What follows belongs to an exercise in optimizing a design on an open flow for small area and a short achievable clock period; a production flow would make more cautious choices.
Only simulation tests tie the RTL to the original design; equivalence was not proved.

Design umps_disk, start of the top module:
module umps_disk (
    input  wire        clk,
    input  wire        rst,           
    input  wire [7:0]  clock_rate,    
    input  wire [15:0] cyls,          
    input  wire [7:0]  heads,         
    input  wire [7:0]  sects,         
    input  wire [15:0] rot_time,      
    input  wire [11:0] seek_time,     
    input  wire [6:0]  data_pct,      
    input  wire [3:0]  dma_ticks,     
    input  wire        tick,          
    input  wire [31:0] tod_lo,        
    input  wire        req_valid,
    input  wire        req_write,
    input  wire [2:0]  req_addr,      
    input  wire [31:0] req_wdata,
    output reg         rvalid,
    output reg  [31:0] rdata,
    input  wire        working,
    input  wire        dma_out_fail,  
    input  wire        dma_in_fail,   
    output reg         dma_out,       
    output reg         dma_in,        
    output reg  [31:0] dma_addr,      
    output reg         img_valid,     
    output reg         img_write,     
    output wire [15:0] img_cyl,
    output wire [7:0]  img_head,
    output wire [7:0]  img_sect,
    output wire        ip             
);
For scale: about 8,800 cells after synthesis, about 0.070 mm² of cells after synthesis.
clock: 260.0 ns
lec_check: 0
cap_margin: 20
core_margin: 2
core_utilization: 40
slew_margin: 20
run.sh (not shown) runs the stock make flow with config.mk's settings and CLKGATE_MAP_FILE= SYNTH_SCRIPT=/design/flow/synth_recipe.tcl, a recipe that flattens the netlist after the stock synthesis.
The starting point completed with no timing, DRC or antenna violations.
Then changed:
--- a/flow/design.v
+++ b/flow/design.v
@@ -157,17 +157,17 @@
                 wire [32:0] s = f_add(g_mul[gi-1].acc, mu_b[gi] ? ({8'd0, mu_a} << gi) : 32'd0, 1'b0);
                 assign acc = s[31:0];
             end
         end
     endgenerate
     assign mu_p = g_mul[7].acc;
     wire [30:0] xd    = mu_p[30:0];                                    
     wire        xd_ge = (xd[30:7] != 24'd0) | (xd[6] & xd[5] & (xd[4] | xd[3] | xd[2]));   
-    localparam integer DK = 13;
+    localparam integer DK = 12;
     localparam integer QK = 3;    
     localparam integer SK = 5;
     wire [SK-1:0] st_hi;
     wire [QK-1:0] g_q1;                  
     wire [23:0] st_q;
     generate
         for (gi = 0; gi < 24; gi = gi + 1) begin : g_st
             wire [8:0] t;
After rerunning: Worst setup slack gets worse by 3.7 ns. Clock-buffer cell count came out lower by 3. Die area came out higher slightly. Hold slack gets worse by 0.0071 ns. Design area is about the same. Non-clock buffer count came out lower by 27. Sequential share of layout area hardly moves. Global-route usage came out lower by 2.8 points. First-iteration DRC count came out lower by about a fifth. Via count came out lower by a few percent. Flip-flop and latch count does not change. Register-to-register slack gets worse by 3.7 ns.


== rev 12 ==
umps_disk, a different RTL version from the one above (not shown whole).
Size in the first run: ~290 flip-flops, ~260 I/O pins, roughly 71000 um2 of cells after synthesis.
export LEC_CHECK = 0
export CAP_MARGIN = 20
export CORE_MARGIN = 2
export CORE_UTILIZATION = 40
export SLEW_MARGIN = 20
create_clock -name core_clock -period 260.0 [get_ports {clk}]
diff inputs: rev 12 => rev 13
--- a/flow/design.v
+++ b/flow/design.v
@@ -216,16 +216,15 @@
             assign df = psub({1'b0, t}, {2'b0, dd});
             assign ge = ~df[26];
             if (WO < 24) begin : g_narrow
                 assign rout = {{(24-WO){1'b0}}, (ge ? df[WO-1:0] : t[WO-1:0])};
             end else begin : g_wide
                 assign rout = ge ? df[23:0] : t[23:0];
             end
-            wire [26:0] pqm = psub({17'd0, m2}, {18'd0, tcur});
-            assign mdf = {pqm[26], pqm[8:0]};
+            assign mdf = {1'b0, m2} - {2'b0, tcur};
             assign m   = mdf[9] ? m2[7:0] : mdf[7:0];
         end
     endgenerate
     wire [23:0] rem = i2 ? g_row[31].rout : trem;
     wire [7:0]  cur = i2 ? g_row[31].m : tcur;
     wire [7:0]  op_head = command[23:16];
     wire [7:0]  op_sect = command[15:8];
--- outcome ---
Taking rev 12 over rev 13, the largest net degree at the start of global routing ratio works out to 1.11.
Area fraction of clock buffers and clock inverters: rev 13 vs rev 12, no meaningful difference
Going from rev 12 to rev 13, clock slew seen by the registers of the worst setup and hold paths held steady; final worst-path cycle share shrank by 2.7 points; global-route wire length before repair shrank by about 3%; number of global-route vias before repair grew by 294.
Rev 12 reports its cell with the largest stage delay on the worst path as sky130_fd_sc_hd__a2111oi_1 while rev 13 reports sky130_fd_sc_hd__a2111oi_4.
On utilization, rev 13 and rev 12 are neck and neck.
On insertion delay of the later-clocked pin in the worst-skew pair, rev 13 and rev 12 are basically level.
Register-to-register slack (lower): rev 12
On wire length: rev 13 sits below rev 12.
Taking rev 12 as the reference point, the multiplexer share of the synthesized area of rev 13 falls by 0.39 points.

-- separate check: timing with driven ports --
No port has a modelled driver above. Below, the same layouts with a new extraction and two added sets of constraints. Step 1: set_driving_cell puts a clkbuf_16 on clk and a buf_2 on each other input, an assumption about the parent block. Step 2, shift: input delay + t, output delay - t, t = (earliest + latest rising clock arrival at the registers) / 2. This alone moves slack from input paths to output paths. a / b / c = ideal ports / drivers / drivers and shift; a / b = the first two.
run	t (ns)	setup slack, ns	slew at the worst register clock pin (ns)	worst data-port slew with drivers (ns)
the first run of note 1	0.666	175.507 / 175.507 / 175.507	0.08 / 0.08	0.10
the second run of note 1	0.646	171.775 / 171.775 / 171.775	0.07 / 0.07	0.10
rev 12	0.627	171.809 / 171.809 / 171.809	0.07 / 0.07	0.11
rev 13	0.631	178.876 / 178.876 / 178.876	0.07 / 0.07	0.09
After both steps every run listed still meets setup and hold.
